This design comes from an exercise in tuning for small area, a short achievable clock period and few clock cycles on the open sky130 flow, not from production work.
The RTL was checked by simulation tests, not by an equivalence proof against the original design.
Power is estimated from default activity; no workload was simulated.

Setup of build 61:
// epdq_dither
module epdq_dither #(
    parameter MAX_W = 12
) (
    input  wire        clk,
    input  wire        rst,
    input  wire        start,
    input  wire [1:0]  cfg_op,
    input  wire [2:0]  cfg_mode,
    input  wire [5:0]  cfg_width,
    input  wire [7:0]  cfg_thr_grey,
    input  wire [15:0] cfg_thr3,
    input  wire [15:0] cfg_thr4,
    input  wire [23:0] cfg_margin,
    input  wire [23:0] cfg_color_red,
    input  wire [23:0] cfg_color_yel,
    input  wire        in_valid,
    output reg         in_ready,
    input  wire [7:0]  in_r,
    input  wire [7:0]  in_g,
    input  wire [7:0]  in_b,
    output reg         out_valid,
    input  wire        out_ready,
    output reg  [1:0]  out_sym,
    output reg  [7:0]  out_luma,
    output reg  [23:0] out_q
);
    localparam OP_DGREY  = 2'd1;
    localparam OP_DCOLOR = 2'd2;
    localparam M_BINARY = 3'd0;
    localparam M_BWR    = 3'd1;
  ...
Size in the first run: about 3,700 cells after synthesis, ~570 flip-flops, about 190 I/O pins, ~35,000 sq um of cells after synthesis.
Settings: LEC_CHECK=0, ABC_AREA=1, CAP_MARGIN=50, CORE_MARGIN=2, CORE_UTILIZATION=50, CTS_CLUSTER_DIAMETER=80, CTS_CLUSTER_SIZE=30, PLACE_DENSITY=0.6, SLEW_MARGIN=75; clock period 30.0 ns.
standard.sh (not shown) runs the stock make flow with config.mk's settings and CLKGATE_MAP_FILE= SYNTH_SCRIPT=/design/flow/synth_recipe.tcl, a recipe that flattens the netlist after the stock synthesis.
==> flow/flow/run.sh <==
#!/bin/bash
# The standard layout, with every port buffered by a buf_1 cell instead of
# the default port buffer. The make output goes to standard.log, each tool's
# own log to orfs/logs/.
set -euo pipefail
export BUFFER_PORTS_ARGS="-buffer_cell sky130_fd_sc_hd__buf_1"
bash standard.sh > standard.log 2>&1
Build 61 completed; timing, DRC and antenna clean
Testbench counts of build 61, summed over its fixed seeds: cycles 13,142.
Input-level comparison between build 9 and build 61:
- PLACE_DENSITY: 0.6 -> 0.75
- CORE_UTILIZATION: 50 -> 65
- SLEW_MARGIN: 75 -> 70
### Flow results
Count of clock-buffer cells in the layout for build 9: about 5.6% up relative to build 61
Lower starting density of the core among build 61 and build 9: build 61
Worst slew margin relative to its limit: build 9 < build 61
Build 61 has lower number of ordinary and repair buffers in the finished layout than build 9.
Summary — area fraction of clock buffers and clock inverters, build 9 relative to build 61: lower, by 0.32 points.
Looking at design area, build 9 sits below build 61.
Changes in build 39 relative to build 9:
- CORE_UTILIZATION now 50, was 65
- SLEW_MARGIN now 80, was 70
- PLACE_DENSITY now 0.6, was 0.75
- CAP_MARGIN now 60, was 50
## What came out
Of build 9 and build 39, the run reporting the higher global-route usage was build 9.
Sort build 9 and build 39 by total power density per cell area desc -> top: build 9
Summary of build 39 over build 9: combinational share of power saw little to no change, clock period minus final worst setup slack saw a decrease, wire length saw a decrease, post-layout instance count excluding filler cells saw an increase.
The buffering overhead of build 39 exceeds that of build 9 by 2.4 points.
Build 39 ends up with lower via count than build 9 does.
Total power draw on build 39 is behind build 9.
## Diff of input files: build 52 against build 39
- CAP_MARGIN: 60 -> 50
- SLEW_MARGIN: 80 -> 70
For met3 track demand over resource in global routing, build 39 and build 52 come out practically identical.
Run comparison: build 39 startpoint of the most critical setup path out_q[21]$_DFFE_PN_; build 52 startpoint of the most critical setup path out_q[13]$_DFFE_PN_
Highest signal layer in the routed design = met4: build 52; highest signal layer in the routed design = met5: build 39
Build 52: register-to-register slack 0.13 ns below build 39
Overall global routing resource usage in build 52 is 0.59 points lower than in build 39
Relative to build 52, the following input files were edited for build 2:
- changing CAP_MARGIN from 50 to 45
- changing SLEW_MARGIN from 70 to 65
### Flow results
Total power: build 2 below build 52
Compare build 2 and build 52 | buffer count excluding the clock tree in the final layout higher: build 52
NOTE final area build 52->build 2 decreased slightly
Build 2 reports its worst setup path endpoint as out_q[21] while build 52 reports out_q[13].
Wire length on met1 delta (build 52 -> build 2): insignificant
Any difference in achievable clock frequency between build 52 and build 2 is small enough to ignore.
First-pass GRT wire length ended up about 0.34% higher on build 2 than on build 52.
On wire length, build 2 and build 52 are basically level.
On routed length per placed instance, build 2 and build 52 are basically level.
Ratio of final minimum period to clock period delta (build 52 -> build 2): insignificant
Diff build 2..build 52 | filler-free cell count of the finished design | negligible
Input changes introduced in build 41 (baseline for comparison: build 2):
- CAP_MARGIN: 45 -> 25
- SLEW_MARGIN: 65 -> 70
### Flow results
On total length of routed wires, build 41 tracks build 2 almost exactly. Re setup slack after layout: build 41 is 0.0040 ns down on build 2. Side by side, growth of design area from synthesis to finish turned out higher in build 41 than in build 2. | worst hold slack | build 41 vs build 2 | better |.

## static timing again, ports no longer ideal
No port has a modelled driver above. Below, the same layouts with a new extraction and two added sets of constraints.
Step 1 (the two cells are an assumption about what drives the block):
set clk [get_ports {clk}]
set_driving_cell -lib_cell sky130_fd_sc_hd__clkbuf_16 $clk
set_driving_cell -lib_cell sky130_fd_sc_hd__buf_2 [delete_from_list [all_inputs] $clk]
Step 2, shift: input delay + t, output delay - t, t = (earliest + latest rising clock arrival at the registers) / 2. This alone moves slack from input paths to output paths.
Slacks: no drivers / after step 1 / after step 2; pairs: no drivers / after step 1.
| run | t, ns | setup WS [ns] | worst data-port slew with drivers (ns) |
|---|---|---|---|
| build 61 | 0.647 | 22.868 / 22.803 / 22.669 | 0.06 |
| build 9 | 0.649 | 22.851 / 22.790 / 22.355 | 0.05 |
| build 39 | 0.653 | 22.866 / 22.800 / 22.664 | 0.06 |
| build 52 | 0.649 | 22.859 / 22.794 / 22.368 | 0.06 |
| build 2 | 0.639 | 22.863 / 22.798 / 22.356 | 0.06 |
| build 41 | 0.649 | 22.859 / 22.794 / 22.368 | 0.06 |
After both steps setup and hold are still met in every run listed. The setup slack of build 2, which loses most, moves by -0.065 ns with the drivers and by -0.507 ns with both steps.
